Source: an optimization exercise on an open RTL-to-GDS flow (aim: small area). Production flows keep margins and buffers that such runs may drop.
Function was checked by simulation only, so behaviour that the tests miss may differ from the original.
In runs 7 and 8 the design's own scripts or RTL, not TritonCTS, make the clock network.
The flow treats the clock pin as an ideal source. Dropping or thinning the clock tree relies on that and would not hold on a real chip.
No activity file was given, so power comes from the tool's default toggle rates.

<file path="flow/flow/run.sh">
#!/bin/bash
# Standard layout (standard.sh), except:
#  - synthesis maps the logic with an area-oriented ABC script (flow/synth.tcl);
#  - the port buffers use the smallest buffer cell;
#  - buffers ABC may have inserted are removed before placement.
# Every tool's log stays under orfs/logs/; make's output goes to standard.log.
set -euo pipefail
here=$(pwd)
export FLOW_ABC_SCRIPT=$here/flow/abc_area.script
bash standard.sh SYNTH_SCRIPT=$here/flow/synth.tcl \
  "BUFFER_PORTS_ARGS=-buffer_cell sky130_fd_sc_hd__buf_1" REMOVE_ABC_BUFFERS=1 \
  finish > standard.log 2>&1
</file>
<file path="flow/flow/abc_area.script">
&get -n
&st
&dch
&nf -R 1000 -p
&st
&syn2
&dch
&nf -R 1000 -p
&st
&syn2
&dch
&nf -R 1000 -p
&st
&syn2
&dch
&nf -R 1000 -p
&st
&syn2
&dch
&nf -R 1000 -p
&put
</file>
<file path="flow/flow/synth.tcl">
# The standard synthesis (synth_recipe.tcl), with ABC's combinational
# mapping run by flow/abc_area.script instead of ORFS's speed script.
# Registers, flattening and renaming are exactly the standard ones.
proc synth {args} { yosys synth -nofsm -noshare {*}$args }
proc abc {args} {
  set i [lsearch -exact $args -script]
  if {$i >= 0} { lset args [expr {$i + 1}] $::env(FLOW_ABC_SCRIPT) }
  yosys abc {*}$args
}
source $::env(SCRIPTS_DIR)/synth.tcl
# left out here: clear keep_hierarchy, flatten, clean up, hide names made inside functions, write 1_2_yosys.v
</file>
<file path="flow/standard.sh">
#!/bin/bash
# synth_recipe.tcl (not shown) runs the flow's synth.tcl, then flattens the netlist and writes it again
# the make line also repeats each setting of config.mk as NAME=value (left out here)
make -C /OpenROAD-flow-scripts/flow DESIGN_CONFIG=/design/flow/config.mk WORK_HOME=/design/flow/orfs CLKGATE_MAP_FILE= SYNTH_SCRIPT=/design/flow/synth_recipe.tcl "${@:-finish}"
</file>
<file path="flow/config.mk">
export PLATFORM = sky130hd
export DESIGN_NAME = cmux_rx
export DESIGN_NICKNAME = cmux_rx
export VERILOG_FILES = /design/flow/design.v
export SDC_FILE = /design/flow/constraint.sdc
export NUM_CORES = 4
export LEC_CHECK = 0
export CAP_MARGIN = 20
export CORE_MARGIN = 2
export CORE_UTILIZATION = 40
export GPL_TIMING_DRIVEN = 0
export SLEW_MARGIN = 20
</file>
<file path="flow/constraint.sdc">
create_clock -name core_clock -period 4.0 [get_ports {clk}]
set_input_delay 0.8000 -clock core_clock [delete_from_list [all_inputs] [get_ports {clk}]]
set_output_delay 0.8000 -clock core_clock [all_outputs]
set_load 0.01 [all_outputs]
</file>
<file path="flow/design.v">
module cmux_rx (
    input             clk,
    input             rst,
    input             in_valid,
    input      [7:0]  in_data,
    output            pay_valid,
    output     [7:0]  pay_data,
    output            rec_valid,
    output     [1:0]  rec_kind,
    output     [31:0] rec_w0,
    output     [31:0] rec_w1
);
    localparam [7:0] FLAG = 8'hF9;
    function [7:0] crc8_step(input [7:0] x);
        integer k;
        reg [7:0] c;
        begin
            c = x;
            for (k = 0; k < 8; k = k + 1)
                c = c[0] ? ((c >> 1) ^ 8'hE0) : (c >> 1);
            crc8_step = c;
        end
    endfunction
    reg        act;          
    reg        ovf;          
    reg  [7:0] pos;          
    reg  [7:0] addr, ctrl, len;
    reg  [7:0] last;         
    reg  [7:0] crc;
    reg        frame;        
    reg        fok;          
    wire       v      = in_valid & ~rst;
    wire       flag   = (in_data == FLAG);
    wire       inner  = v & ~flag & act;
    wire       close  = v & flag & act;
    wire [6:0] plen   = len[7:1];
    wire       is_uih = ((ctrl & 8'hEF) == 8'hEF);
    wire       is_hdr = pos[7] & (pos[6:2] == 5'b11111);    
    wire       is_pay = (pos < {1'b0, plen});
    wire       at_fcs = (pos == {1'b0, plen});
    wire [7:0] cx     = crc ^ in_data;
    wire [16:0] cnt_inc = {1'b0, ctrl, pos} + 17'd1;
    reg  [2:0] kind_code;
    always @(*) begin
        case (ctrl & 8'hEF)
            8'h2F:   kind_code = 3'd0;
            8'h63:   kind_code = 3'd1;
            8'h0F:   kind_code = 3'd2;
            8'hEF:   kind_code = 3'd3;
            default: kind_code = 3'd4;
        endcase
    end
    wire       short    = (pos == 8'd0) | (pos[7] & (pos[6:0] != 7'd0));
    wire [7:0] code     = short ? 8'h20 : (!len[0] ? 8'h23 : 8'h24);
    assign pay_valid = inner & ~ovf & is_pay;
    assign pay_data  = in_data;
    assign rec_valid = close;
    assign rec_kind  = {ovf, ~ovf & ~frame};
    assign rec_w0[31:17] = frame ? {last, len[7:1]} : 15'h0;
    assign rec_w0[16]    = frame;
    assign rec_w0[15:0]  = frame ? {ctrl, addr}
                         : ovf   ? {ctrl, pos}
                         :         {8'h00, code};
    assign rec_w1    = frame ? {1'b0, plen, ~crc, 3'b000, fok, ctrl[4],
                                kind_code, addr[0], addr[1], addr[7:2]}
                     : 32'h0;
    always @(posedge clk) begin
        if (in_valid)
            last <= in_data;
        if (rst) begin
            act <= 1'b0;
        end else if (v) begin
            if (!act) begin
                if (flag) begin
                    act   <= 1'b1;
                    ovf   <= 1'b0;
                    pos   <= 8'hFD;
                    crc   <= 8'hFF;
                    frame <= 1'b0;
                end
            end else if (flag) begin
                act <= 1'b0;
            end else if (!ovf) begin
                case (pos)
                    8'hFD: addr <= in_data;
                    8'hFE: ctrl <= in_data;
                    8'hFF: len  <= in_data;
                    default: ;
                endcase
                if (is_hdr || (is_pay && !is_uih))
                    crc <= crc8_step(cx);
                frame <= len[0] & at_fcs;
                fok   <= (cx == 8'hFF);
                if (pos == 8'h80) begin
                    ovf  <= 1'b1;
                    pos  <= 8'h84;
                    ctrl <= 8'h00;
                end else begin
                    pos  <= pos + 8'd1;
                end
            end else if (!cnt_inc[16]) begin
                {ctrl, pos} <= cnt_inc[15:0];
            end
        end
    end
endmodule
</file>
==> results of run 1 <==
==> power by group <==
part	switching, mW	total [mW]	leakage [nW]	internal (mW)
sequential	0.00162	0.602	0.471	0.600
clock	0.187	0.313	0.0485	0.126
combinational	0.0366	0.0550	0.684	0.0184
==> sequential cells by signal, summed over array words and instances (netlist names) <==
signal,cells
ovf,1
addr,8
crc,8
ctrl,8
frame,1
pos,8
fok,1
act,1
len,8
last,8
==> kinds of logic after synthesis <==
family | share of synthesized area
DFF | 0.4984
buffers and inverters | 0.06511
adders and majority gates | 0.06833
muxes | 0.003216
AOI/OAI and AO/OA | 0.09405
xor gates and xnor gates | 0.07597
and+or+nand+nor | 0.1937
other | 0.001205
==> routing by layer <==
layer	vias to the layer above	share of wire	global-route usage
met5	-	0	0
met4	0	0.0055	0.04353
met3	4	0.040	0.02958
met2	68	0.47	0.2990
met1	1148	0.48	0.2641
li1	1160	-	-
==> cell type report <==
cell class | instances | area [sq um]
fillers | 749 | 4144
flip-flops and latches | 52 | 1551
multi-input cells | 211 | 1380
repair buffers | 82 | 307.8
well taps | 102 | 127.6
clock buffers | 5 | 68.82
inverters | 12 | 45.04
clock inverters | 3 | 22.52
==> worst reg2reg max path, delay by kind of cell, from the launching register on <==
| kind | cells | cell delay, ns |
|---|---|---|
| compound gates | 5 | 1.77 |
| fa+ha+maj | 1 | 0.37 |
| simple gates | 2 | 0.13 |
| flops | 1 | 0.54 |
==> how the worst max path moves through the flow <==
| stage | from | end | slack [ns] | depth (start not counted) |
|---|---|---|---|---|
| final | pos[1] | pay_valid | 0.44 | 8 |
| after global routing | pos[0] | pay_valid | 0.22 | 10 |
| after CTS | pos[1] | pay_valid | 0.38 | 8 |
| after detailed placement | in_data[4] | pay_valid | 0.67 | 7 |
| after global placement | in_data[4] | pay_valid | 0.67 | 7 |
| after floorplan | pos[1] | pay_valid | 1.38 | 7 |
==> stage by stage <==
stage,power [mW],std cells,utilization,hold WS [ns],instance area (sq um)
floorplan,0.6415,275,-,0.5949,2967
global placement,0.6685,459,0.4449,0.6830,3402
detailed placement,0.6695,459,0.4455,0.7127,3407
CTS,0.9784,467,0.4575,0.6674,3498
global route,1.003,467,0.4581,0.6694,3503
finish,0.9702,467,0.4581,0.6737,3503
==> cell usage after synthesis <==
cell type	n
edfxtp_1	51
nor2_1	28
nand2_1	25
and2_0	22
buf_4	21
ha_1	17
nor2b_1	15
xor2_1	14
xnor2_1	13
a21oi_1	12
clkinv_1	12
o21ai_0	10
a22o_1	6
nand4_1	6
a21o_1	5
nand3_1	5
and3_1	4
nor3_1	4
a21boi_0	2
a31oi_1	2
nor4_1	2
o311a_1	2
a2111oi_0	1
a211o_1	1
a211oi_1	1
a32o_1	1
a41o_1	1
and4_1	1
conb_1	1
dfxtp_1	1
mux2i_1	1
nand2b_1	1
nand3b_1	1
nand4b_1	1
nor3b_1	1
or3_1	1
or4_1	1
==> flow_metrics.py, run 1 <==
metrics = {
    "floorplan": {
        "pin_count": 87,
        "dieArea_sq_mm": 0.008505,
        "die_x_microns": 92.22,
        "die_h_microns": 92.22,
        "start_util": 0.4071,
        "rows": 32,
        "core_sq_mm": 0.007647,
    },
    "worst_setup_path": {
        "path_buf_inv": 1,
        "ff2ff_path_depth": 8,
        "rrSetupSlack_ns": 0.86,
        "r2r-end": "crc[3]",
        "crit_slowest_cell": "a2111oi_0",
        "worstReg2RegStart": "pos[1]",
        "worstSetupPathType": "reg -> out",
        "crit_chain": "ha_1 -> a21oi_1 -> nor2_1 -> a211oi_1 -> nor2_1 -> a2111oi_0 -> and2_0 -> buf_1",
        "end_kind": "output port",
        "path_delay_family": "compound AO/OA/AOI/OAI gates",
        "cp_max_fo": 7,
        "cp.arrival_ns": 2.76,
        "required_ns": 3.20,
        "cp-start-kind": "flop",
        "cpMostUsedCell": "nor2_1",
        "max_stage_delay_ns": 0.62,
    },
    "route": {
        "wl_per_cell_microns": 16.31,
        "drc": 0,
        "antenna_left": 0,
        "drtIter0Drc": 170,
        "vias_per_cell": 5.096,
        "drtPass1Iterations": 4,
        "via_count": 2380,
        "wl_mm": 7.615,
    },
    "worst_hold_path": {
        "min_to": "act",
        "hp-start": "rst",
        "hold_depth": 2,
        "min_path_type": "in -> reg",
    },
    "pwr": {
        "ir_drop_uv": 138.3,
        "p_leak_nw": 1.204,
        "p_per_area_mw_per_mm2": 276.9,
    },
    "global_routing": {
        "track_usage": 0.1858,
        "grt_pass1_wl_mm": 12.12,
        "antenna_found_initial": 0,
        "gr-total-overflow": 0,
        "grt_start_max_net_pins": 26,
        "grt_pass1_vias": 2290,
    },
    "synth": {
        "synth_area_leaders": "edfxtp_1 (49%), ha_1 (6.8%), buf_4 (5.1%), and2_0 (4.4%), xor2_1 (3.9%)",
        "synth_top_area_share": 0.4920,
        "synth-seq-cells": 52,
        "synthCells": 293,
        "yosysSeqAreaShare": 0.4984,
        "ys_types": 37,
        "yosys_warnings": 1,
        "synth.avg_cell_area_sq_um": 10.62,
        "yosysTopAreaCell": "edfxtp_1",
        "syn_area_sq_mm": 0.003113,
    },
    "timing": {
        "final_hold_viol_count": 0,
        "slew_headroom": 0.4677,
        "fin_ws_ns": 0.4428,
        "finalClockSkew_ns": 0.007105,
        "finalCritPeriodShare": 0.8893,
        "setup_tns_ns": 0,
        "finalCriticalPeriod_ns": 3.557,
        "setup_violations": 0,
        "max_slew.worst_pin.slew_ns": 0.7984,
        "fmax_mhz": 281.1,
        "drv_slew": 0,
        "rsz0062_at_grt": "no",
    },
    "cts": {
        "cts_made_buffers": 5,
        "cts_root_buf": "clkbuf_8",
        "clkLatencyLatePin_ns": 0.31,
        "cts.htree.levels": 2,
        "clock_sinks": 52,
        "post_cts_buffers": 0,
        "clk_pin_slew_ns": 0.10,
        "cts_hold_buffers": 0,
        "cts.path.max_buffers": 2,
        "ctsResizeCount": 0,
        "cts_tree": "yes",
    },
    "status": {
        "status": "finished clean",
    },
    "placement": {
        "gp_congestion": 0.8487,
        "dp_hpwl_mm": 5.491,
        "place_ws_ns": 0.6678,
        "portBuffers": 82,
    },
    "job": {
        "max-cap-violations": 0,
    },
    "final_layout": {
        "final_cell_mix": "buf_1 (82), edfxtp_1 (51), nor2_1 (28), nand2_1 (25), and2_0 (22)",
        "layout-drive-gt1-share": 0.02740,
        "fin_nets": 392,
        "syn2layout_area_growth_pct": 12.54,
        "diodes": 0,
        "final_common_cell": "buf_1",
    },
}
==> run 2: changes to the inputs <==
--- a/flow/design.v
+++ b/flow/design.v
@@ -37,4 +37,3 @@
     wire       is_uih = ((ctrl & 8'hEF) == 8'hEF);
-    wire       is_hdr = pos[7] & (pos[6:2] == 5'b11111);    
-    wire       is_pay = (pos < {1'b0, plen});
+    wire       is_hdr = pos[7];
     wire       at_fcs = (pos == {1'b0, plen});
@@ -52,5 +51,5 @@
     end
-    wire       short    = (pos == 8'd0) | (pos[7] & (pos[6:0] != 7'd0));
+    wire       short    = (pos == 8'd0) | (is_hdr & (pos[1:0] != 2'd0));
     wire [7:0] code     = short ? 8'h20 : (!len[0] ? 8'h23 : 8'h24);
-    assign pay_valid = inner & ~ovf & is_pay;
+    assign pay_valid = inner & ~is_hdr & ~at_fcs;
     assign pay_data  = in_data;
@@ -83,9 +82,11 @@
             end else if (!ovf) begin
-                case (pos)
-                    8'hFD: addr <= in_data;
-                    8'hFE: ctrl <= in_data;
-                    8'hFF: len  <= in_data;
-                    default: ;
-                endcase
-                if (is_hdr || (is_pay && !is_uih))
+                if (is_hdr) begin
+                    case (pos[1:0])
+                        2'd1: addr <= in_data;
+                        2'd2: ctrl <= in_data;
+                        2'd3: len  <= in_data;
+                        default: ;
+                    endcase
+                end
+                if (is_hdr || (!at_fcs && !is_uih))
                     crc <= crc8_step(cx);
@@ -93,3 +94,3 @@
                 fok   <= (cx == 8'hFF);
-                if (pos == 8'h80) begin
+                if (is_hdr && pos[1:0] == 2'd0) begin    
                     ovf  <= 1'b1;
==> flow/flow/abc_area.script (replaced) <==
&get -n
&st
&dch
&nf -R 1000 -p -C 32
&st
&syn3
&dch
&nf -R 1000 -p -C 32
&st
&syn3
&dch
&nf -R 1000 -p -C 32
&st
&syn3
&dch
&nf -R 1000 -p -C 32
&st
&syn3
&dch
&nf -R 1000 -p -C 32
&put
==> run 2 against run 1 <==
Against the previous run:
- global-route usage is 0.57 points lower
- routed wire length is 2.4% lower
- die area is 2.4% lower
- clock skew is 0.0046 ns lower
- sequential cell count stayed put
- worst hold slack worse by 0.0095 ns
- largest cell class unchanged
- largest power group unchanged
- highest routed layer unchanged
==> flow_metrics.py, run 2 <==
metrics = {
    "synth": {
        "yosysTopAreaCell": "edfxtp_1",
        "ys_types": 35,
        "async_flop_share": 0,
        "postSynth.topFlopCell": "edfxtp_1",
        "synth-xor-area-share": 0.1010,
        "yosys_warnings": 1,
        "synth_edf_count": 51,
        "synth_top_area_share": 0.5045,
        "synth-simple-area-share": 0.1900,
        "muxShareOfSynthArea": 0.003298,
        "synth-seq-cells": 52,
        "yosysSeqAreaShare": 0.5111,
        "synth.top_cells.by_count": "edfxtp_1 (51), and2_0 (26), nor2_1 (26), buf_4 (21), xnor2_1 (19)",
        "syn_area_sq_mm": 0.003035,
        "yosys.area_share.adder": 0.04122,
        "synth.avg_cell_area_sq_um": 11.00,
        "synth_top_family_by_area": "simple AND/OR/NAND/NOR gates",
        "post-synth-top-count-cell": "edfxtp_1",
        "synthCells": 276,
        "synth_compound_area_frac": 0.09151,
        "synth_area_leaders": "edfxtp_1 (50%), xnor2_1 (5.5%), and2_0 (5.4%), buf_4 (5.2%), xor2_1 (4.6%)",
    },
    "final_layout": {
        "fin_area_sq_mm": 0.003436,
        "final_common_cell": "buf_1",
        "syn2layout_area_growth_pct": 13.19,
        "layout-drive-gt1-share": 0.02299,
        "diodes": 0,
        "post-route-util": 0.4712,
        "nFillCells": 694,
        "fin_nets": 368,
        "final_cell_mix": "buf_1 (82), edfxtp_1 (51), nor2_1 (26), and2_0 (26), xnor2_1 (19)",
    },
    "placement": {
        "dp_hpwl_mm": 5.393,
        "portBuffers": 82,
        "place_ws_ns": 0.5917,
        "gp_congestion": 0.8540,
        "placed_area_sq_mm": 0.003321,
    },
    "worst_setup_path": {
        "end_kind": "output port",
        "path_delay_family": "simple AND/OR/NAND/NOR gates",
        "rrSetupSlack_ns": 1.31,
        "path_buf_inv": 2,
        "crit_chain": "buf_1 -> nor2b_1 -> nand3_1 -> nor3_1 -> buf_1",
        "cpMostUsedCell": "buf_1",
        "cp_max_fo": 10,
        "worstSetupPathType": "in -> out",
        "cp-start-kind": "input pin",
        "cp.arrival_ns": 2.41,
        "max_stage_delay_ns": 0.56,
        "required_ns": 3.20,
        "crit_slowest_cell": "buf_1",
    },
    "timing": {
        "finalCriticalPeriod_ns": 3.207,
        "fin_hold_ws_ns": 0.6642,
        "finalCritPeriodShare": 0.8018,
        "final_hold_viol_count": 0,
        "fin_ws_ns": 0.7930,
        "slew_headroom": 0.4163,
        "setup_violations": 0,
        "max_slew.worst_pin.slew_ns": 0.8756,
        "setup_tns_ns": 0,
        "rsz0062_at_grt": "no",
        "finalClockSkew_ns": 0.002501,
        "fmax_mhz": 311.8,
        "drv_slew": 0,
    },
    "route": {
        "wl_per_cell_microns": 16.63,
        "vias_per_cell": 5.242,
        "via_count": 2343,
        "drtPass1Iterations": 5,
        "wl_mm": 7.434,
        "drtIter0Drc": 164,
        "antenna_left": 0,
        "drc": 0,
    },
    "cts": {
        "clock_sinks": 52,
        "cts_hold_buffers": 0,
        "post_cts_buffers": 0,
        "cts.htree.levels": 2,
        "clkLatencyLatePin_ns": 0.31,
        "cts_made_buffers": 5,
        "ctsResizeCount": 0,
        "cts_tree": "yes",
        "clk_pin_slew_ns": 0.10,
        "cts_root_buf": "clkbuf_8",
        "cts.path.max_buffers": 2,
    },
    "worst_hold_path": {
        "min_path_type": "in -> reg",
    },
    "pwr": {
        "ir_drop_uv": 166.1,
        "p_leak_nw": 1.150,
        "p_per_area_mw_per_mm2": 299.6,
    },
    "floorplan": {
        "core_sq_mm": 0.007292,
        "dieArea_sq_mm": 0.008301,
        "die_h_microns": 91.11,
        "pin_count": 87,
        "start_util": 0.4163,
        "rows": 31,
        "die_x_microns": 91.11,
    },
    "global_routing": {
        "grt_start_max_net_pins": 32,
        "antenna_found_initial": 0,
        "track_usage": 0.1801,
        "grt_pass1_wl_mm": 11.61,
        "grt_pass1_vias": 2105,
        "gr-total-overflow": 0,
    },
    "status": {
        "status": "finished clean",
    },
    "job": {
        "max-cap-violations": 0,
    },
}
-- run 2: path summary, 6_finish.rpt --
check | from | endpoint | depth (start not counted)
max | in_valid | pay_valid | 5
min | rst | act | 2
max reg2reg | pos[0] | ctrl[1] | 7
min reg2reg | len[0] | frame | 1
-- run 2: final cells by class --
class                           count  area [sq um]  area share
Tap cell                           99         123.9     0.03605
Timing Repair Buffer               82         307.8     0.08958
Clock buffer                        5         68.82     0.02003
Sequential cell                    52          1551      0.4516
Inverter                            7         26.28    0.007647
Multi-Input combinational cell    199          1311      0.3816
Clock inverter                      3         46.29     0.01347
-- run 2: per-layer routing --
metal  global-route usage  part of all wire
met3              0.02988             0.054
met4              0.02525            0.0028
met2               0.2920              0.47
met5                    0                 0
met1               0.2607              0.47
-- run 2: per-stage QoR --
stage / power, mW / cells
after floorplan: 0.6418 / 258
final: 1.029 / 447
after global routing: 1.061 / 447
after global placement: 0.6679 / 439
after detailed placement: 0.6688 / 439
after CTS: 1.037 / 447
-- run 2: kinds of logic after synthesis --
logic type | count (synthesis)
buffers and inverters | 28
xor gates and xnor gates | 35
and+or+nand+nor | 109
other | 1
adders and majority gates | 10
muxes | 1
DFF | 52
AOI/OAI and AO/OA | 40
-- run 2: power by group --
part / internal, mW / total [mW] / switching (mW)
clock network: 0.189 / 0.373 / 0.185
logic: 0.0184 / 0.0540 / 0.0356
registers: 0.600 / 0.602 / 0.00160
total: 0.807 / 1.03 / 0.222
==> run 3: changes to the inputs <==
--- a/flow/flow/run.sh
+++ b/flow/flow/run.sh
@@ -11,2 +11,3 @@
   "BUFFER_PORTS_ARGS=-buffer_cell sky130_fd_sc_hd__buf_1" REMOVE_ABC_BUFFERS=1 \
+  "CTS_ARGS=-sink_clustering_enable -repair_clock_nets -dont_use_dummy_load" \
   finish > standard.log 2>&1
==> run 3 against run 2 <==
Against the previous run:
- synthesized cell count did not move
- synthesized area did not move
- combinational power barely moved
- sequential share of layout area rose by 0.62 points
- utilization fell by 0.63 points
- sequential cell count did not move
- sequential power barely moved
- worst hold slack improved by 0.018 ns
- clock power fell by 27%
- critical path depth did not move
- total power fell by 9.8%
- highest routed layer unchanged
==> flow_metrics.py, run 3 <==
metrics = {
    "status": {
        "status": "finished clean",
    },
    "final_layout": {
        "final_common_cell": "buf_1",
        "stdcell_count": 444,
        "fin_nets": 368,
        "diodes": 0,
        "fin_area_sq_mm": 0.003390,
        "syn2layout_area_growth_pct": 11.67,
        "final_cell_mix": "buf_1 (82), edfxtp_1 (51), nor2_1 (26), and2_0 (26), xnor2_1 (19)",
        "post-route-util": 0.4648,
        "layout-drive-gt1-share": 0.01449,
    },
    "worst_setup_path": {
        "required_ns": 3.20,
        "max_stage_delay_ns": 0.55,
        "worstSetupPathType": "in -> out",
        "cpMostUsedCell": "buf_1",
        "crit_chain": "buf_1 -> nor2b_1 -> nand3_1 -> nor3_1 -> buf_1",
        "end_kind": "output port",
        "cp.arrival_ns": 2.39,
        "ff2ff_path_depth": 7,
        "cp-start-kind": "input pin",
        "crit_slowest_cell": "buf_1",
        "cp_max_fo": 10,
    },
    "worst_hold_path": {
        "hold_depth": 1,
        "min_path_type": "reg -> reg",
    },
    "global_routing": {
        "grt_pass1_vias": 2100,
        "grt_pass1_wl_mm": 11.60,
        "gr-total-overflow": 0,
        "track_usage": 0.1799,
        "grt_start_max_net_pins": 32,
        "antenna_found_initial": 0,
    },
    "job": {
        "max-cap-violations": 0,
    },
    "synth": {
        "synth_top_area_share": 0.5045,
        "syn_area_sq_mm": 0.003035,
        "synth.avg_cell_area_sq_um": 11.00,
        "yosys_warnings": 1,
        "ys_types": 35,
        "synth_top_family_by_area": "simple AND/OR/NAND/NOR gates",
        "synth-simple-area-share": 0.1900,
        "synth_edf_count": 51,
        "muxShareOfSynthArea": 0.003298,
        "yosysTopAreaCell": "edfxtp_1",
        "synth-seq-cells": 52,
        "synth-xor-area-share": 0.1010,
        "async_flop_share": 0,
        "post-synth-top-count-cell": "edfxtp_1",
        "synthCells": 276,
        "synth_area_leaders": "edfxtp_1 (50%), xnor2_1 (5.5%), and2_0 (5.4%), buf_4 (5.2%), xor2_1 (4.6%)",
        "synth.top_cells.by_count": "edfxtp_1 (51), and2_0 (26), nor2_1 (26), buf_4 (21), xnor2_1 (19)",
        "postSynth.topFlopCell": "edfxtp_1",
        "yosysSeqAreaShare": 0.5111,
        "yosys.area_share.adder": 0.04122,
        "synth_compound_area_frac": 0.09151,
    },
    "floorplan": {
        "rows": 31,
        "start_util": 0.4163,
        "die_h_microns": 91.11,
        "core_sq_mm": 0.007292,
        "die_x_microns": 91.11,
        "dieArea_sq_mm": 0.008301,
        "pin_count": 87,
    },
    "pwr": {
        "p_int_uw": 732.0,
        "p_sw_uw": 196.6,
        "ir_drop_uv": 158.5,
        "power_frac_seq": 0.648,
        "power_frac_clock": 0.294,
        "swShare": 0.2117,
        "p_per_area_mw_per_mm2": 274.0,
        "p_comb_frac": 0.058,
        "finalPower_uw": 928.6,
        "p_leak_nw": 1.131,
    },
    "cts": {
        "post_cts_buffers": 0,
        "ctsResizeCount": 0,
        "cts_tree": "yes",
        "cts_hold_buffers": 0,
        "cts.htree.levels": 2,
        "clk_pin_slew_ns": 0.09,
        "cts.path.max_buffers": 2,
        "cts_made_buffers": 5,
        "cts_root_buf": "clkbuf_8",
        "clock_sinks": 52,
        "clkLatencyLatePin_ns": 0.31,
    },
    "route": {
        "via_count": 2323,
        "drtIter0Drc": 165,
        "vias_per_cell": 5.232,
        "wl_mm": 7.391,
        "wl_per_cell_microns": 16.65,
        "drc": 0,
        "drtPass1Iterations": 4,
        "antenna_left": 0,
    },
    "placement": {
        "gp_congestion": 0.8540,
        "place_ws_ns": 0.5917,
        "dp_hpwl_mm": 5.393,
        "portBuffers": 82,
        "placed_area_sq_mm": 0.003321,
        "numPlacedInstances": 439,
    },
    "timing": {
        "fin_ws_ns": 0.8063,
        "final_hold_viol_count": 0,
        "slew_headroom": 0.4077,
        "setup_tns_ns": 0,
        "setup_violations": 0,
        "fin_hold_ws_ns": 0.6821,
        "rsz0062_at_grt": "no",
        "finalCriticalPeriod_ns": 3.194,
        "max_slew.worst_pin.slew_ns": 0.8885,
        "finalCritPeriodShare": 0.7984,
        "finalClockSkew_ns": 0.01801,
        "drv_slew": 0,
        "fmax_mhz": 313.1,
    },
}
-- run 3: path summary, 6_finish.rpt --
| kind | startpoint | endpoint | slack (ns) |
|---|---|---|---|
| max | in_valid | pay_valid | 0.81 |
| min | len[0] | frame | 0.68 |
| max reg2reg | pos[0] | ctrl[1] | 1.32 |
| min reg2reg | len[0] | frame | 0.68 |
-- run 3: cell type report --
class                   count  area (sq um)
clock buffers               5         68.82
fillers                   700          3902
inverters                   7         26.28
multi-input cells         199          1311
flip-flops and latches     52          1551
well taps                  99         123.9
repair buffers             82         307.8
-- run 3: cells by family after synthesis --
logic type / Yosys count
muxes: 1
AOI/OAI and AO/OA: 40
DFF: 52
other: 1
buffers and inverters: 28
and+or+nand+nor: 109
adders and majority gates: 10
xor gates and xnor gates: 35
-- run 3: critical path, delay by kind of cell --
kind,cells,cell delay [ns]
AND/OR/NAND/NOR,3,0.86
buffers and inverters,2,0.73
-- run 3: power by group through the flow --
stage | Clock, mW | Combinational [mW] | Sequential, mW
final | 0.273 | 0.0541 | 0.602
after global routing | 0.297 | 0.0598 | 0.603
after CTS | 0.280 | 0.0547 | 0.602
after detailed placement | 0 | 0.0543 | 0.615
after global placement | 0 | 0.0534 | 0.614
after floorplan | 0 | 0.0277 | 0.614
-- run 3: per-layer routing --
layer  global-route usage  vias to the layer above  part of all wire
li1                     -                     1109                 -
met1               0.2602                     1108              0.45
met2               0.2920                      104              0.48
met3              0.02988                        2             0.068
met4              0.02525                        0            0.0034
met5                    0                        -                 0
==> run 4: changes to the inputs <==
--- a/flow/flow/run.sh
+++ b/flow/flow/run.sh
@@ -11,3 +11,3 @@
   "BUFFER_PORTS_ARGS=-buffer_cell sky130_fd_sc_hd__buf_1" REMOVE_ABC_BUFFERS=1 \
-  "CTS_ARGS=-sink_clustering_enable -repair_clock_nets -dont_use_dummy_load" \
+  "CTS_ARGS=-sink_clustering_enable -repair_clock_nets -dont_use_dummy_load -buf_list sky130_fd_sc_hd__clkbuf_16 -sink_clustering_size 60 -sink_clustering_max_diameter 500" \
   finish > standard.log 2>&1
==> run 4 against run 3 <==
Against the previous run:
- worst hold slack worse by 0.0072 ns
- largest cell class unchanged
- clock skew is 0.0067 ns lower
- still clean on timing, DRC and antenna
- global-route usage hardly changed
- fmax is 0.42% higher
- sequential share of layout area is 0.75 points lower
- clock power is 43% higher
- critical path type unchanged
- design area is 1.7% higher
- combinational power hardly changed
- critical endpoint unchanged
- total power is 13% higher
- largest power group unchanged
- first-iteration DRC count is 1.8% lower
==> flow_metrics.py, run 4 <==
metrics = {
    "cts": {
        "cts.path.max_buffers": 2,
        "clkLatencyLatePin_ns": 0.29,
        "cts_made_buffers": 5,
        "cts.htree.levels": 2,
        "post_cts_buffers": 0,
        "clock_sinks": 52,
        "ctsResizeCount": 0,
        "cts_tree": "yes",
        "cts_root_buf": "clkbuf_16",
        "cts_hold_buffers": 0,
        "clk_pin_slew_ns": 0.06,
    },
    "pwr": {
        "ir_drop_uv": 221.6,
        "p_comb_frac": 0.052,
        "power_frac_clock": 0.373,
        "swShare": 0.1965,
        "p_leak_nw": 1.156,
        "p_per_area_mw_per_mm2": 303.7,
        "power_frac_seq": 0.576,
        "p_sw_uw": 205.7,
        "p_int_uw": 840.8,
    },
    "worst_hold_path": {
        "min_path_type": "reg -> reg",
    },
    "synth": {
        "synth_top_area_share": 0.5045,
        "post-synth-top-count-cell": "edfxtp_1",
        "synth-seq-cells": 52,
        "synth.top_cells.by_count": "edfxtp_1 (51), and2_0 (26), nor2_1 (26), buf_4 (21), xnor2_1 (19)",
        "synth_top_family_by_area": "simple AND/OR/NAND/NOR gates",
        "synth_compound_area_frac": 0.09151,
        "synthCells": 276,
        "yosys.area_share.adder": 0.04122,
        "synth.avg_cell_area_sq_um": 11.00,
        "yosysSeqAreaShare": 0.5111,
        "yosysTopAreaCell": "edfxtp_1",
        "synth-simple-area-share": 0.1900,
        "ys_types": 35,
        "muxShareOfSynthArea": 0.003298,
        "synth_edf_count": 51,
        "synth_area_leaders": "edfxtp_1 (50%), xnor2_1 (5.5%), and2_0 (5.4%), buf_4 (5.2%), xor2_1 (4.6%)",
        "yosys_warnings": 1,
        "synth-xor-area-share": 0.1010,
        "syn_area_sq_mm": 0.003035,
        "async_flop_share": 0,
        "postSynth.topFlopCell": "edfxtp_1",
    },
    "global_routing": {
        "grt_pass1_vias": 2096,
        "grt_start_max_net_pins": 32,
        "track_usage": 0.1802,
        "antenna_found_initial": 0,
        "grt_pass1_wl_mm": 11.61,
        "gr-total-overflow": 0,
    },
    "timing": {
        "finalClockSkew_ns": 0.01128,
        "finalCriticalPeriod_ns": 3.180,
        "setup_violations": 0,
        "final_hold_viol_count": 0,
        "drv_slew": 0,
        "max_slew.worst_pin.slew_ns": 0.8973,
        "fin_hold_ws_ns": 0.6749,
        "setup_tns_ns": 0,
        "fmax_mhz": 314.4,
        "finalCritPeriodShare": 0.7951,
        "rsz0062_at_grt": "no",
        "slew_headroom": 0.4018,
    },
    "final_layout": {
        "stdcell_count": 444,
        "diodes": 0,
        "syn2layout_area_growth_pct": 13.52,
        "fin_nets": 368,
        "layout-drive-gt1-share": 0.01449,
        "final_common_cell": "buf_1",
        "nFillCells": 692,
        "final_cell_mix": "buf_1 (82), edfxtp_1 (51), nor2_1 (26), and2_0 (26), xnor2_1 (19)",
    },
    "worst_setup_path": {
        "cp_max_fo": 10,
        "cp.arrival_ns": 2.38,
        "end_kind": "output port",
        "cp-start-kind": "input pin",
        "required_ns": 3.20,
        "worstSetupPathType": "in -> out",
    },
    "job": {
        "max-cap-violations": 0,
    },
    "route": {
        "vias_per_cell": 5.234,
        "drc": 0,
        "drtIter0Drc": 162,
        "wl_mm": 7.355,
        "antenna_left": 0,
        "wl_per_cell_microns": 16.57,
        "via_count": 2324,
        "drtPass1Iterations": 4,
    },
    "placement": {
        "gp_congestion": 0.8540,
        "dp_hpwl_mm": 5.393,
        "portBuffers": 82,
        "numPlacedInstances": 439,
    },
    "floorplan": {
        "die_h_microns": 91.11,
        "dieArea_sq_mm": 0.008301,
        "pin_count": 87,
        "rows": 31,
        "die_x_microns": 91.11,
        "core_sq_mm": 0.007292,
        "start_util": 0.4163,
    },
    "status": {
        "status": "finished clean",
    },
}
[run 4: worst paths after layout]
| kind | from | end | slack (ns) | depth (start not counted) |
|---|---|---|---|---|
| worst max register to register | pos[0] | ctrl[0] | 1.31 | 7 |
| worst min-delay path | len[0] | frame | 0.67 | 1 |
| worst max-delay path | in_valid | pay_valid | 0.82 | 5 |
| worst min register to register | len[0] | frame | 0.67 | 1 |
[run 4: kinds of logic after synthesis]
logic type | Yosys count
xor gates and xnor gates | 35
and+or+nand+nor | 109
AOI/OAI and AO/OA | 40
adders and majority gates | 10
other | 1
DFF | 52
muxes | 1
buffers and inverters | 28
[run 4: through the flow]
stage / power [mW] / setup WS [ns] / instance area [sq um] / utilization
finish: 1.046 / 0.8198 / 3446 / 0.4725
global route: 1.079 / 0.6514 / 3446 / 0.4725
CTS: 1.059 / 0.7862 / 3446 / 0.4725
detailed placement: 0.6688 / 0.5917 / 3321 / 0.4554
global placement: 0.6679 / 0.6152 / 3321 / 0.4554
floorplan: 0.6418 / 1.345 / 2889 / -
[run 4: area by class of cell]
type | instances | area (sq um) | share of cell area
sequential | 52 | 1551 | 0.4503
multi-input combinational | 199 | 1311 | 0.3805
timing repair buffer | 82 | 307.8 | 0.08932
clock buffer | 5 | 125.1 | 0.03631
tap | 99 | 123.9 | 0.03595
inverter | 7 | 26.28 | 0.007625
[run 4: power by group through the flow]
stage               Clock (mW)  Sequential (mW)  Combinational [mW]
floorplan                    0            0.614              0.0277
global placement             0            0.614              0.0534
detailed placement           0            0.615              0.0543
CTS                      0.401            0.603              0.0547
global route             0.416            0.603              0.0598
finish                   0.390            0.603              0.0539
[run 4: per-layer routing]
layer	share of wire	up-vias	GRT usage	wire length [microns]
met5	0	-	0	0
met4	0.0026	0	0.02904	19
met3	0.078	2	0.02988	576
met2	0.48	114	0.2914	3524
met1	0.44	1096	0.2602	3236
li1	-	1112	-	-
[run 4: worst max-delay path, stage by stage]
cell and delay, ns:
buf_1 0.54, nor2b_1 0.37, nand3_1 0.19, nor3_1 0.29, buf_1 0.18
==> run 5: changes to the inputs <==
--- a/flow/flow/run.sh
+++ b/flow/flow/run.sh
@@ -11,3 +11,3 @@
   "BUFFER_PORTS_ARGS=-buffer_cell sky130_fd_sc_hd__buf_1" REMOVE_ABC_BUFFERS=1 \
-  "CTS_ARGS=-sink_clustering_enable -repair_clock_nets -dont_use_dummy_load -buf_list sky130_fd_sc_hd__clkbuf_16 -sink_clustering_size 60 -sink_clustering_max_diameter 500" \
+  "CTS_ARGS=-sink_clustering_enable -repair_clock_nets -dont_use_dummy_load -buf_list sky130_fd_sc_hd__clkbuf_8 -sink_clustering_size 26 -sink_clustering_max_diameter 500" \
   finish > standard.log 2>&1
==> run 5 against run 4 <==
Against the previous run:
- critical endpoint unchanged
- global-route usage barely moved
- clock skew grew 0.0067 ns
- worst setup slack lost 0.013 ns
==> flow_metrics.py, run 5 <==
metrics = {
    "cts": {
        "post_cts_buffers": 0,
        "cts_made_buffers": 5,
        "cts.path.max_buffers": 2,
        "cts.htree.levels": 2,
        "clkLatencyLatePin_ns": 0.31,
        "cts_root_buf": "clkbuf_8",
        "clock_sinks": 52,
        "cts_tree": "yes",
        "clk_pin_slew_ns": 0.09,
        "cts_hold_buffers": 0,
        "ctsResizeCount": 0,
    },
    "timing": {
        "slew_headroom": 0.4077,
        "final_hold_viol_count": 0,
        "finalCriticalPeriod_ns": 3.194,
        "finalClockSkew_ns": 0.01801,
        "fmax_mhz": 313.1,
        "drv_slew": 0,
        "setup_tns_ns": 0,
        "finalCritPeriodShare": 0.7984,
        "setup_violations": 0,
        "max_slew.worst_pin.slew_ns": 0.8885,
        "rsz0062_at_grt": "no",
    },
    "route": {
        "drc": 0,
        "drtPass1Iterations": 4,
        "drtIter0Drc": 165,
        "antenna_left": 0,
        "wl_mm": 7.391,
        "wl_per_cell_microns": 16.65,
        "vias_per_cell": 5.232,
        "via_count": 2323,
    },
    "placement": {
        "gp_congestion": 0.8540,
        "dp_hpwl_mm": 5.393,
        "portBuffers": 82,
    },
    "synth": {
        "postSynth.topFlopCell": "edfxtp_1",
        "post-synth-top-count-cell": "edfxtp_1",
        "synthCells": 276,
        "yosys_warnings": 1,
        "yosysSeqAreaShare": 0.5111,
        "synth_area_leaders": "edfxtp_1 (50%), xnor2_1 (5.5%), and2_0 (5.4%), buf_4 (5.2%), xor2_1 (4.6%)",
        "synth.avg_cell_area_sq_um": 11.00,
        "async_flop_share": 0,
        "ys_types": 35,
        "synth.top_cells.by_count": "edfxtp_1 (51), and2_0 (26), nor2_1 (26), buf_4 (21), xnor2_1 (19)",
        "synth_edf_count": 51,
        "syn_area_sq_mm": 0.003035,
        "yosysTopAreaCell": "edfxtp_1",
        "synth_top_area_share": 0.5045,
        "synth-seq-cells": 52,
    },
    "pwr": {
        "p_comb_frac": 0.058,
        "swShare": 0.2117,
        "power_frac_clock": 0.294,
        "p_per_area_mw_per_mm2": 274.0,
        "power_frac_seq": 0.648,
        "ir_drop_uv": 158.5,
        "p_int_uw": 732.0,
        "p_leak_nw": 1.131,
        "p_sw_uw": 196.6,
    },
    "global_routing": {
        "grt_pass1_wl_mm": 11.60,
        "gr-total-overflow": 0,
        "grt_pass1_vias": 2100,
        "grt_start_max_net_pins": 32,
        "antenna_found_initial": 0,
        "track_usage": 0.1799,
    },
    "worst_setup_path": {
        "end_kind": "output port",
        "worstSetupPathType": "in -> out",
        "cp-start-kind": "input pin",
        "cp_max_fo": 10,
        "required_ns": 3.20,
        "cp.arrival_ns": 2.39,
    },
    "final_layout": {
        "fin_nets": 368,
        "final_common_cell": "buf_1",
        "nFillCells": 700,
        "post-route-util": 0.4648,
        "syn2layout_area_growth_pct": 11.67,
        "final_cell_mix": "buf_1 (82), edfxtp_1 (51), nor2_1 (26), and2_0 (26), xnor2_1 (19)",
        "multiInputGateArea_sq_mm": 0.001311,
        "regArea_sq_mm": 0.001551,
        "diodes": 0,
        "layout-drive-gt1-share": 0.01449,
    },
    "floorplan": {
        "pin_count": 87,
        "core_sq_mm": 0.007292,
        "die_x_microns": 91.11,
        "dieArea_sq_mm": 0.008301,
        "start_util": 0.4163,
        "die_h_microns": 91.11,
        "rows": 31,
    },
    "job": {
        "max-cap-violations": 0,
    },
    "worst_hold_path": {
        "min_path_type": "reg -> reg",
    },
    "status": {
        "status": "finished clean",
    },
}
==> run 5: final timing paths <==
path	endpoint	depth (start not counted)	slack [ns]	startpoint
worst min register to register	frame	1	0.68	len[0]
worst max register to register	ctrl[1]	7	1.32	pos[0]
worst min-delay path	frame	1	0.68	len[0]
worst max-delay path	pay_valid	5	0.81	in_valid
==> run 5: through the flow <==
step	cell area [sq um]	worst slack, ns	cells	power (mW)	hold WS (ns)
after CTS	3390	0.7800	444	0.9364	0.6781
after detailed placement	3321	0.5917	439	0.6688	0.6516
after global placement	3321	0.6152	439	0.6679	0.6297
after floorplan	2889	1.345	258	0.6418	0.5815
after global routing	3390	0.6247	444	0.9591	0.7031
final	3390	0.8063	444	0.9286	0.6821
==> run 5: worst max-delay path, stage by stage <==
cell and delay, ns:
buf_1 0.55, nor2b_1 0.37, nand3_1 0.19, nor3_1 0.30, buf_1 0.18
==> run 5: logic make-up after synthesis <==
| group | after synthesis | share of synthesized area |
|---|---|---|
| other | 1 | 0.001235 |
| muxes | 1 | 0.003298 |
| buffers and inverters | 28 | 0.06059 |
| xor gates and xnor gates | 35 | 0.1010 |
| and+or+nand+nor | 109 | 0.1900 |
| AOI/OAI and AO/OA | 40 | 0.09152 |
| DFF | 52 | 0.5111 |
| adders and majority gates | 10 | 0.04122 |
==> run 5: per-layer routing <==
layer  up-vias  global-route usage  share of wire
met5         -                   0              0
met4         0             0.02525         0.0034
met3         2             0.02988          0.068
met2       104              0.2920           0.48
met1      1108              0.2602           0.45
li1       1109                   -              -
==> run 5: final cells by class <==
type	instances	share of cell area
repair buffers	82	0.09081
clock buffers	5	0.02030
inverters	7	0.007752
well taps	99	0.03654
flip-flops and latches	52	0.4577
multi-input cells	199	0.3869
==> run 5: power groups by stage <==
stage	Sequential, mW	Combinational, mW	Clock, mW
3_3_place_gp	0.614	0.0534	0
4_1_cts	0.602	0.0547	0.280
2_1_floorplan	0.614	0.0277	0
3_5_place_dp	0.615	0.0543	0
6_report	0.602	0.0541	0.273
5_1_grt	0.603	0.0598	0.297
==> run 6: changes to the inputs <==
--- a/flow/design.v
+++ b/flow/design.v
@@ -26,3 +26,3 @@
     reg  [7:0] pos;          
-    reg  [7:0] addr, ctrl, len;
+    reg  [7:0] addr, ctrl, len;    
     reg  [7:0] last;         
@@ -33,3 +33,2 @@
     wire       flag   = (in_data == FLAG);
-    wire       inner  = v & ~flag & act;
     wire       close  = v & flag & act;
@@ -40,2 +39,3 @@
     wire [7:0] cx     = crc ^ in_data;
+    wire       enter  = is_hdr & (pos[1:0] == 2'd0);     
     wire [16:0] cnt_inc = {1'b0, ctrl, pos} + 17'd1;
@@ -53,3 +53,3 @@
     wire [7:0] code     = short ? 8'h20 : (!len[0] ? 8'h23 : 8'h24);
-    assign pay_valid = inner & ~is_hdr & ~at_fcs;
+    assign pay_valid = v & act & ~flag & ~is_hdr & ~at_fcs;
     assign pay_data  = in_data;
@@ -57,4 +57,4 @@
     assign rec_kind  = {ovf, ~ovf & ~frame};
-    assign rec_w0[31:17] = frame ? {last, len[7:1]} : 15'h0;
-    assign rec_w0[16]    = frame;
+    assign rec_w0[31:17] = frame ? {last, plen} : 15'h0;
+    assign rec_w0[16]    = frame;            
     assign rec_w0[15:0]  = frame ? {ctrl, addr}
@@ -66,39 +66,31 @@
     always @(posedge clk) begin
-        if (in_valid)
-            last <= in_data;
-        if (rst) begin
+        if (rst)
             act <= 1'b0;
-        end else if (v) begin
+        else if (v && flag)
+            act <= ~act;
+        if (in_valid) begin
+            last  <= in_data;
+            fok   <= (cx == 8'hFF);
+            frame <= ~flag & ~ovf & len[0] & at_fcs;
             if (!act) begin
-                if (flag) begin
-                    act   <= 1'b1;
-                    ovf   <= 1'b0;
-                    pos   <= 8'hFD;
-                    crc   <= 8'hFF;
-                    frame <= 1'b0;
-                end
-            end else if (flag) begin
-                act <= 1'b0;
-            end else if (!ovf) begin
-                if (is_hdr) begin
-                    case (pos[1:0])
-                        2'd1: addr <= in_data;
-                        2'd2: ctrl <= in_data;
-                        2'd3: len  <= in_data;
-                        default: ;
-                    endcase
-                end
+                ovf <= 1'b0;
+                pos <= 8'hFD;
+                crc <= 8'hFF;
+            end else begin
+                if (is_hdr && pos[1:0] == 2'd1) addr <= in_data;
+                if (is_hdr && pos[1:0] == 2'd3) len  <= in_data;
                 if (is_hdr || (!at_fcs && !is_uih))
                     crc <= crc8_step(cx);
-                frame <= len[0] & at_fcs;
-                fok   <= (cx == 8'hFF);
-                if (is_hdr && pos[1:0] == 2'd0) begin    
-                    ovf  <= 1'b1;
-                    pos  <= 8'h84;
-                    ctrl <= 8'h00;
-                end else begin
-                    pos  <= pos + 8'd1;
+                if (!ovf) begin
+                    if (is_hdr && pos[1:0] == 2'd2) ctrl <= in_data;
+                    if (enter) begin
+                        ovf  <= 1'b1;
+                        pos  <= 8'h84;
+                        ctrl <= 8'h00;
+                    end else begin
+                        pos  <= pos + 8'd1;
+                    end
+                end else if (!cnt_inc[16]) begin
+                    {ctrl, pos} <= cnt_inc[15:0];
                 end
-            end else if (!cnt_inc[16]) begin
-                {ctrl, pos} <= cnt_inc[15:0];
             end
--- a/flow/flow/run.sh
+++ b/flow/flow/run.sh
@@ -11,3 +11,3 @@
   "BUFFER_PORTS_ARGS=-buffer_cell sky130_fd_sc_hd__buf_1" REMOVE_ABC_BUFFERS=1 \
-  "CTS_ARGS=-sink_clustering_enable -repair_clock_nets -dont_use_dummy_load -buf_list sky130_fd_sc_hd__clkbuf_8 -sink_clustering_size 26 -sink_clustering_max_diameter 500" \
+  "CTS_ARGS=-sink_clustering_enable -repair_clock_nets -dont_use_dummy_load" \
   finish > standard.log 2>&1
==> run 6 against run 5 <==
Against the previous run:
- still clean on timing, DRC and antenna
- first-iteration DRC count up 3.6%
- die area is 2.2% lower
- sequential power rose by 2%
- non-clock buffer count unchanged
- global-route usage increased by 0.30 points
- clock skew rose by 0.0031 ns
- total power grew 5.4%
- worst setup slack got worse by 0.12 ns
- critical path depth stayed put
- register-to-register slack worse by 0.07 ns
- synthesized cell count decreased by 2.5%
- synthesized area shrank 2.3%
- critical path type unchanged
==> flow_metrics.py, run 6 <==
metrics = {
    "cts": {
        "clkLatencyLatePin_ns": 0.31,
        "cts_hold_buffers": 0,
        "ctsResizeCount": 0,
        "clk_pin_slew_ns": 0.08,
        "clock_sinks": 52,
        "cts_root_buf": "clkbuf_8",
        "cts_tree": "yes",
        "cts_made_buffers": 5,
        "cts.htree.levels": 2,
        "cts.path.max_buffers": 2,
        "post_cts_buffers": 0,
    },
    "global_routing": {
        "grt_start_max_net_pins": 31,
        "gr-total-overflow": 0,
        "grt_pass1_vias": 2102,
        "met1_usage": 0.2545,
        "use_met2": 0.2976,
        "top_usage_layer": "met2",
        "antenna_found_initial": 0,
        "grt_use_met3": 0.03688,
        "grt_pass1_wl_mm": 11.52,
        "track_usage": 0.1829,
    },
    "placement": {
        "portBuffers": 82,
        "gp_congestion": 0.8210,
        "dp_hpwl_mm": 5.224,
    },
    "route": {
        "wl_per_cell_microns": 17.04,
        "vias_per_cell": 5.231,
        "via_count": 2286,
        "drc": 0,
        "antenna_left": 0,
        "drtPass1Iterations": 4,
        "drtIter0Drc": 171,
        "wl_mm": 7.446,
    },
    "synth": {
        "yosysTopAreaCell": "edfxtp_1",
        "syn_area_sq_mm": 0.002965,
        "post-synth-top-count-cell": "edfxtp_1",
        "synth.avg_cell_area_sq_um": 11.02,
        "synthCells": 269,
        "synth_edf_count": 51,
        "ys_types": 39,
        "yosys_warnings": 1,
        "yosysSeqAreaShare": 0.5232,
        "synth.top_cells.by_count": "edfxtp_1 (51), and2_0 (26), buf_4 (21), nor2_1 (21), nand2_1 (20)",
        "postSynth.topFlopCell": "edfxtp_1",
        "synth_top_area_share": 0.5165,
        "async_flop_share": 0,
        "synth_area_leaders": "edfxtp_1 (52%), and2_0 (5.5%), buf_4 (5.3%), xnor2_1 (5.3%), xor2_1 (3.8%)",
        "synth-seq-cells": 52,
    },
    "worst_setup_path": {
        "path_buf_inv": 2,
        "crit_slowest_cell": "buf_1",
        "cp-start-kind": "input pin",
        "cp.depth": 5,
        "required_ns": 3.20,
        "cpMostUsedCell": "buf_1",
        "cp_max_fo": 18,
        "max_stage_delay_ns": 0.68,
        "ff2ff_path_depth": 7,
        "cp.arrival_ns": 2.51,
        "end_kind": "output port",
        "crit_chain": "buf_1 -> nand2_1 -> or4_1 -> nor2_1 -> buf_1",
        "path_delay_family": "simple AND/OR/NAND/NOR gates",
        "worstSetupPathType": "in -> out",
    },
    "floorplan": {
        "rows": 31,
        "start_util": 0.4110,
        "pin_count": 87,
        "die_h_microns": 90.10,
        "dieArea_sq_mm": 0.008118,
        "die_x_microns": 90.10,
        "core_sq_mm": 0.007214,
    },
    "timing": {
        "finalCriticalPeriod_ns": 3.315,
        "fmax_mhz": 301.7,
        "max_slew.worst_pin.slew_ns": 0.9298,
        "drv_slew": 0,
        "slew_headroom": 0.3801,
        "final_hold_viol_count": 0,
        "rsz0062_at_grt": "no",
        "finalClockSkew_ns": 0.02115,
        "setup_tns_ns": 0,
        "setup_violations": 0,
        "finalCritPeriodShare": 0.8287,
    },
    "status": {
        "status": "finished clean",
    },
    "final_layout": {
        "final_common_cell": "buf_1",
        "layout-drive-gt1-share": 0.01775,
        "nFillCells": 716,
        "diodes": 0,
        "fin_nets": 358,
        "final_cell_mix": "buf_1 (82), edfxtp_1 (51), and2_0 (26), nor2_1 (21), nand2_1 (20)",
        "syn2layout_area_growth_pct": 12.15,
        "post-route-util": 0.4610,
    },
    "worst_hold_path": {
        "min_path_type": "in -> reg",
        "hold_depth": 2,
    },
    "pwr": {
        "p_per_area_mw_per_mm2": 294.3,
        "p_leak_nw": 1.054,
        "ir_drop_uv": 130.3,
    },
    "job": {
        "max-cap-violations": 0,
    },
}
[run 6: logic make-up after synthesis]
| logic type | after synthesis | synth area share |
|---|---|---|
| fa+ha+maj | 7 | 0.02953 |
| flops | 52 | 0.5232 |
| simple gates | 109 | 0.1975 |
| other cells | 1 | 0.001265 |
| xor+xnor | 31 | 0.09156 |
| buf+inv | 26 | 0.05949 |
| compound gates | 43 | 0.09747 |
[run 6: worst reg2reg max path, cell delays in order (launching register included)]
cell and delay, ns:
edfxtp_1 0.53, ha_1 0.26, and3_1 0.20, nand3_1 0.14, nor2_1 0.40, nand3_1 0.17
nor3b_1 0.35, a21boi_1 0.34
[run 6: final cells by class]
cell class	instances	area [sq um]	area share
clock buffer	5	68.82	0.02069
inverter	5	18.77	0.005643
timing repair buffer	82	307.8	0.09255
multi-input combinational	194	1255	0.3774
tap	99	123.9	0.03725
sequential	52	1551	0.4665
[run 6: final timing paths]
kind,startpoint,to,slack [ns]
worst max-delay path,in_valid,pay_valid,0.69
worst min-delay path,rst,act,0.72
worst max register to register,pos[1],pos[1],1.25
worst min register to register,crc[6],fok,0.75
[run 6: where the power goes]
part           leakage [nW]  internal, mW  switching, mW
registers             0.446         0.606        0.00696
clock network        0.0359         0.113          0.154
logic                 0.572        0.0330         0.0658
[run 6: per-layer routing]
| metal | wire, microns | vias up |
|---|---|---|
| li1 | - | 1090 |
| met1 | 3353 | 1064 |
| met2 | 3412 | 126 |
| met3 | 621 | 6 |
| met4 | 57 | 0 |
| met5 | 0 | - |
[run 6: through the flow]
stage	power (mW)	worst slack (ns)	hold slack [ns]	area, sq um	cells
floorplan	0.6777	1.580	0.6007	2819	251
global placement	0.7227	0.6669	0.7074	3251	432
detailed placement	0.7246	0.6564	0.7133	3256	432
CTS	0.9923	0.6603	0.7181	3324	437
global route	1.020	0.5515	0.7439	3326	437
finish	0.9787	0.6850	0.7249	3326	437
==> run 7: changes to the inputs <==
--- a/flow/flow/run.sh
+++ b/flow/flow/run.sh
@@ -4,3 +4,4 @@
 #  - the port buffers use the smallest buffer cell;
-#  - buffers ABC may have inserted are removed before placement.
+#  - buffers ABC may have inserted are removed before placement;
+#  - the clock gets three clock buffers fed by the clock port instead of an H-tree (flow/cts_one_buffer.tcl).
 # Every tool's log stays under orfs/logs/; make's output goes to standard.log.
@@ -11,3 +12,3 @@
   "BUFFER_PORTS_ARGS=-buffer_cell sky130_fd_sc_hd__buf_1" REMOVE_ABC_BUFFERS=1 \
-  "CTS_ARGS=-sink_clustering_enable -repair_clock_nets -dont_use_dummy_load" \
+  PRE_CTS_TCL=$here/flow/cts_one_buffer.tcl \
   finish > standard.log 2>&1
==> flow/flow/cts_one_buffer.tcl (new file) <==
# Sourced by ORFS's cts.tcl before clock tree synthesis (PRE_CTS_TCL).
# The design has few registers, so instead of TritonCTS's H-tree (a root
# buffer and four leaf buffers) the clock port drives three clock buffers
# directly, each placed at the centre of the third of the registers it
# clocks (the registers are split into three by x position). Every register
# is one buffer away from the clock port.
rename clock_tree_synthesis __orfs_clock_tree_synthesis
proc clock_tree_synthesis {args} {
  set ngroups 3
  set cell sky130_fd_sc_hd__clkbuf_8
  set block [ord::get_db_block]
  set dbu [$block getDbUnitsPerMicron]
  set clk_net [$block findNet clk]
  set sinks {}
  foreach iterm [$clk_net getITerms] {
    set inst [$iterm getInst]
    set loc [$inst getLocation]
    lappend sinks [list [lindex $loc 0] [lindex $loc 1] \
      "[$inst getName]/[[$iterm getMTerm] getName]"]
  }
  set sinks [lsort -integer -index 0 $sinks]
  set n [llength $sinks]
  for {set g 0} {$g < $ngroups} {incr g} {
    set lo [expr {($g * $n) / $ngroups}]
    set hi [expr {(($g + 1) * $n) / $ngroups - 1}]
    set pins {}
    set sx 0
    set sy 0
    foreach s [lrange $sinks $lo $hi] {
      set sx [expr {$sx + [lindex $s 0]}]
      set sy [expr {$sy + [lindex $s 1]}]
      lappend pins [get_pins [lindex $s 2]]
    }
    set k [llength $pins]
    set x [expr {double($sx) / $k / $dbu}]
    set y [expr {double($sy) / $k / $dbu}]
    puts "Clock: buffer $g ($cell) for $k sinks at ($x, $y) um"
    insert_buffer -buffer_cell $cell -net clk -load_pins $pins \
      -location [list $x $y] -buffer_name clkbuf_$g -net_name clknet_$g
  }
  set_propagated_clock [all_clocks]
}
==> run 7 against run 6 <==
Against the previous run:
- still clean
- sequential cell count unchanged
- register-to-register slack better by 0.02 ns
- sequential share of layout area grew 0.39 points
- critical path depth unchanged
- sequential power barely moved
- synthesized cell count unchanged
- clock power is 24% lower
- routed wire length is 1.1% lower
- final cell count fell by 0.46%
- via count did not move
- largest cell class unchanged
- highest routed layer unchanged
==> flow_metrics.py, run 7 <==
metrics = {
    "synth": {
        "synth-seq-cells": 52,
        "yosysSeqAreaShare": 0.5232,
        "synth.top_cells.by_count": "edfxtp_1 (51), and2_0 (26), buf_4 (21), nor2_1 (21), nand2_1 (20)",
        "synth_top_area_share": 0.5165,
        "synth_edf_count": 51,
        "yosys_warnings": 1,
        "synthCells": 269,
        "yosysTopAreaCell": "edfxtp_1",
        "syn_area_sq_mm": 0.002965,
        "synth_area_leaders": "edfxtp_1 (52%), and2_0 (5.5%), buf_4 (5.3%), xnor2_1 (5.3%), xor2_1 (3.8%)",
        "synth.avg_cell_area_sq_um": 11.02,
        "ys_types": 39,
        "post-synth-top-count-cell": "edfxtp_1",
        "postSynth.topFlopCell": "edfxtp_1",
        "async_flop_share": 0,
    },
    "cts": {
        "cts_hold_buffers": 0,
        "clk_pin_slew_ns": 0.11,
        "clkLatencyLatePin_ns": 0.16,
        "post_cts_buffers": 0,
        "ctsResizeCount": 0,
    },
    "route": {
        "met3_length_microns": 603,
        "vias_per_cell": 5.255,
        "drc": 0,
        "via_count": 2286,
        "wl_mm": 7.367,
        "wl_met2_mm": 3.421,
        "drtIter0Drc": 152,
        "antenna_left": 0,
        "routed.top_layer": "met4",
        "wl_per_cell_microns": 16.94,
        "met1_length_mm": 3.286,
        "drtPass1Iterations": 4,
    },
    "timing": {
        "setup_violations": 0,
        "setup_tns_ns": 0,
        "fin_ws_ns": 0.6593,
        "finalClockSkew_ns": 0.007362,
        "finalCriticalPeriod_ns": 3.341,
        "max_slew.worst_pin.slew_ns": 0.9362,
        "slew_headroom": 0.3758,
        "fmax_mhz": 299.3,
        "drv_slew": 0,
        "fin_hold_ws_ns": 0.7525,
        "final_hold_viol_count": 0,
        "finalCritPeriodShare": 0.8352,
        "rsz0062_at_grt": "no",
    },
    "placement": {
        "gp_congestion": 0.8210,
        "dp_hpwl_mm": 5.224,
        "portBuffers": 82,
        "numPlacedInstances": 432,
        "place_ws_ns": 0.6564,
    },
    "global_routing": {
        "grt_start_max_net_pins": 31,
        "antenna_found_initial": 0,
        "gr-total-overflow": 0,
        "grt_pass1_vias": 2075,
        "track_usage": 0.1750,
        "grt_pass1_wl_mm": 11.46,
    },
    "worst_setup_path": {
        "required_ns": 3.20,
        "rrSetupSlack_ns": 1.27,
        "cp_max_fo": 18,
        "worstSetupPathType": "in -> out",
        "cp-start-kind": "input pin",
        "cp.arrival_ns": 2.54,
        "end_kind": "output port",
    },
    "final_layout": {
        "layout-drive-gt1-share": 0.01190,
        "post-route-util": 0.4572,
        "fin_nets": 356,
        "syn2layout_area_growth_pct": 11.22,
        "final_common_cell": "buf_1",
        "diodes": 0,
        "final_cell_mix": "buf_1 (82), edfxtp_1 (51), and2_0 (26), nor2_1 (21), nand2_1 (20)",
        "stdcell_count": 435,
    },
    "pwr": {
        "power_frac_seq": 0.670,
        "p_int_uw": 708.6,
        "power_frac_clock": 0.222,
        "swShare": 0.2252,
        "p_comb_frac": 0.108,
        "ir_drop_uv": 269.6,
        "p_sw_uw": 206.0,
        "p_per_area_mw_per_mm2": 277.3,
        "p_leak_nw": 1.040,
    },
    "floorplan": {
        "core_sq_mm": 0.007214,
        "die_x_microns": 90.10,
        "die_h_microns": 90.10,
        "rows": 31,
        "pin_count": 87,
        "start_util": 0.4110,
        "dieArea_sq_mm": 0.008118,
    },
    "status": {
        "status": "finished clean",
    },
    "worst_hold_path": {
        "min_path_type": "reg -> reg",
    },
    "job": {
        "max-cap-violations": 0,
    },
}
run 7: cell count changes in the layout (fill, tap and decap cells not counted), sizes merged:
cell    previous run  this run
clkbuf             5         3
run 7: final cells by class, clock buffers not listed:
| type | count | area [sq um] |
|---|---|---|
| timing repair buffer | 82 | 307.8 |
| tap | 99 | 123.9 |
| fill | 712 | 3916 |
| inverter | 5 | 18.77 |
| sequential | 52 | 1551 |
| multi-input combinational | 194 | 1255 |
run 7: cell families after synthesis:
logic type,Yosys count,synth area share
AO/OA/AOI/OAI,43,0.09747
other,1,0.001265
XOR/XNOR,31,0.09156
flip-flops,52,0.5232
AND/OR/NAND/NOR,109,0.1975
adder cells (fa/ha/maj),7,0.02953
buffers and inverters,26,0.05949
run 7: metrics by stage:
step | power (mW) | cell area [sq um]
2_1_floorplan | 0.6777 | 2819
3_3_place_gp | 0.7227 | 3251
3_5_place_dp | 0.7246 | 3256
4_1_cts | 0.9204 | 3297
5_1_grt | 0.9471 | 3298
6_report | 0.9147 | 3298
run 7: path summary, 6_finish.rpt:
check                 from         to  cells after the start
setup reg to reg    pos[1]     pos[3]                      7
setup / recovery  in_valid  pay_valid                      5
hold / removal     ctrl[4]    ctrl[4]                      2
hold reg to reg    ctrl[4]    ctrl[4]                      2
run 7: power by group through the flow:
stage / Combinational (mW) / Clock, mW / Sequential, mW
2_1_floorplan: 0.0549 / 0 / 0.623
3_3_place_gp: 0.0977 / 0 / 0.625
3_5_place_dp: 0.0994 / 0 / 0.625
4_1_cts: 0.0999 / 0.208 / 0.613
5_1_grt: 0.109 / 0.224 / 0.614
6_report: 0.0987 / 0.203 / 0.613
run 7: routing by layer:
layer / global-route usage / vias up
met5: 0 / -
met4: 0.01538 / 0
met3: 0.01593 / 5
met2: 0.2964 / 119
met1: 0.2550 / 1076
li1: - / 1086
run 7: critical path, stage by stage:
cell	delay, ns
buf_1	0.68
nand2_1	0.26
or4_1	0.51
nor2_1	0.12
buf_1	0.16
==> run 8: changes to the inputs <==
--- a/flow/flow/run.sh
+++ b/flow/flow/run.sh
@@ -5,2 +5,3 @@
 #  - buffers ABC may have inserted are removed before placement;
+#  - the constant outputs share one tie cell;
 #  - the clock gets three clock buffers fed by the clock port instead of an H-tree (flow/cts_one_buffer.tcl).
@@ -12,3 +13,3 @@
   "BUFFER_PORTS_ARGS=-buffer_cell sky130_fd_sc_hd__buf_1" REMOVE_ABC_BUFFERS=1 \
-  PRE_CTS_TCL=$here/flow/cts_one_buffer.tcl \
+  PRE_CTS_TCL=$here/flow/cts_one_buffer.tcl SKIP_REPAIR_TIE_FANOUT=1 \
   finish > standard.log 2>&1
==> run 8 against run 7 <==
Against the previous run:
- sequential cell count did not move
- worst hold slack improved by 0.0013 ns
- design area is 0.34% lower
- worst setup slack worse by 0.011 ns
- critical path type unchanged
- largest cell class unchanged
- highest routed layer unchanged
==> flow_metrics.py, run 8 <==
metrics = {
    "status": {
        "status": "finished clean",
    },
    "worst_setup_path": {
        "cp-start-kind": "input pin",
        "end_kind": "output port",
        "required_ns": 3.20,
        "cpMostUsedCell": "buf_1",
        "worstSetupPathType": "in -> out",
        "max_stage_delay_ns": 0.70,
        "crit_chain": "buf_1 -> nand2_1 -> or4_1 -> nor2_1 -> buf_1",
        "cp.arrival_ns": 2.55,
        "cp_max_fo": 18,
        "crit_slowest_cell": "buf_1",
    },
    "timing": {
        "drv_slew": 0,
        "fin_ws_ns": 0.6479,
        "finalCriticalPeriod_ns": 3.352,
        "setup_violations": 0,
        "finalClockSkew_ns": 0.003636,
        "final_hold_viol_count": 0,
        "finalCritPeriodShare": 0.8380,
        "fmax_mhz": 298.3,
        "setup_tns_ns": 0,
        "slew_headroom": 0.3523,
        "max_slew.worst_pin.slew_ns": 0.9716,
        "rsz0062_at_grt": "no",
        "fin_hold_ws_ns": 0.7538,
    },
    "synth": {
        "synth_edf_count": 51,
        "synth.avg_cell_area_sq_um": 11.02,
        "syn_area_sq_mm": 0.002965,
        "synth-seq-cells": 52,
        "yosys_warnings": 1,
        "post-synth-top-count-cell": "edfxtp_1",
        "async_flop_share": 0,
        "synth_top_area_share": 0.5165,
        "yosysTopAreaCell": "edfxtp_1",
        "ys_types": 39,
        "synthCells": 269,
        "yosysSeqAreaShare": 0.5232,
        "postSynth.topFlopCell": "edfxtp_1",
        "synth.top_cells.by_count": "edfxtp_1 (51), and2_0 (26), buf_4 (21), nor2_1 (21), nand2_1 (20)",
        "synth_area_leaders": "edfxtp_1 (52%), and2_0 (5.5%), buf_4 (5.3%), xnor2_1 (5.3%), xor2_1 (3.8%)",
    },
    "pwr": {
        "finalPower_uw": 919.2,
        "p_per_area_mw_per_mm2": 279.7,
        "ir_drop_uv": 255.5,
        "p_leak_nw": 1.030,
    },
    "final_layout": {
        "final_cell_mix": "buf_1 (82), edfxtp_1 (51), and2_0 (26), nor2_1 (21), nand2_1 (20)",
        "syn2layout_area_growth_pct": 10.84,
        "nFillCells": 723,
        "fin_area_sq_mm": 0.003287,
        "layout-drive-gt1-share": 0.01201,
        "final_common_cell": "buf_1",
        "fin_nets": 353,
        "post-route-util": 0.4556,
        "diodes": 0,
        "stdcell_count": 432,
    },
    "global_routing": {
        "grt_pass1_wl_mm": 11.46,
        "track_usage": 0.1749,
        "grt_pass1_vias": 2117,
        "antenna_found_initial": 0,
        "gr-total-overflow": 0,
        "grt_start_max_net_pins": 31,
    },
    "placement": {
        "place_ws_ns": 0.6587,
        "portBuffers": 82,
        "numPlacedInstances": 429,
        "dp_hpwl_mm": 5.174,
        "placed_area_sq_mm": 0.003244,
        "gp_congestion": 0.8264,
    },
    "route": {
        "drtIter0Drc": 265,
        "vias_per_cell": 5.213,
        "via_count": 2252,
        "antenna_left": 0,
        "drtPass1Iterations": 4,
        "wl_per_cell_microns": 17.01,
        "wl_mm": 7.348,
        "drc": 0,
    },
    "worst_hold_path": {
        "min_path_type": "reg -> reg",
    },
    "cts": {
        "clk_pin_slew_ns": 0.11,
        "ctsResizeCount": 0,
        "post_cts_buffers": 0,
        "cts_hold_buffers": 0,
        "clkLatencyLatePin_ns": 0.16,
    },
    "floorplan": {
        "pin_count": 87,
        "dieArea_sq_mm": 0.008118,
        "die_x_microns": 90.10,
        "core_sq_mm": 0.007214,
        "rows": 31,
        "die_h_microns": 90.10,
        "start_util": 0.4110,
    },
    "job": {
        "max-cap-violations": 0,
    },
}
-- run 8: cell type report, clock buffers not listed --
type                            count  area, sq um  share of cell area
Inverter                            5        18.77            0.005710
Multi-Input combinational cell    191         1244              0.3784
Tap cell                           99        123.9             0.03769
Sequential cell                    52         1551              0.4720
Timing Repair Buffer               82        307.8             0.09364
-- run 8: cell families (layout without fill, tap and decap cells) --
family,after synthesis,after routing,synth area share
xor+xnor,31,31,0.09156
fa+ha+maj,7,7,0.02953
compound gates,43,43,0.09747
simple gates,109,109,0.1975
other cells,1,1,0.001265
buf+inv,26,90,0.05949
flops,52,52,0.5232
-- run 8: power breakdown --
part           switching, mW  leakage, nW  total [mW]  internal, mW
clock network          0.138       0.0216       0.208        0.0701
registers            0.00691        0.446       0.613         0.606
logic                 0.0651        0.563      0.0982        0.0330
-- run 8: worst max-delay path: cells and delay by family --
| kind | cells | cell delay, ns |
|---|---|---|
| and+or+nand+nor | 3 | 0.87 |
| buffers and inverters | 2 | 0.86 |
-- run 8: routing by layer --
layer  part of all wire  track usage  vias up
li1                   -            -     1084
met3              0.069      0.01341        5
met2               0.47       0.3076      110
met4             0.0067      0.01026        0
met5                  0            0        -
met1               0.45       0.2487     1053
-- run 8: path summary, 6_finish.rpt --
check | endpoint | cells past startpoint | startpoint | slack [ns]
setup reg to reg | pos[4] | 7 | pos[1] | 1.27
setup / recovery | pay_valid | 5 | in_valid | 0.65
hold reg to reg | frame | 1 | len[0] | 0.75
hold / removal | frame | 1 | len[0] | 0.75

Re-timed with assumed drivers on the ports (clkbuf_16 on the clock, buf_2 on other inputs), run 8 has 0.613 ns of setup slack against 0.648 ns with ideal ports, and 0.613 ns once port delays also move by the mid clock arrival of 0.211 ns.
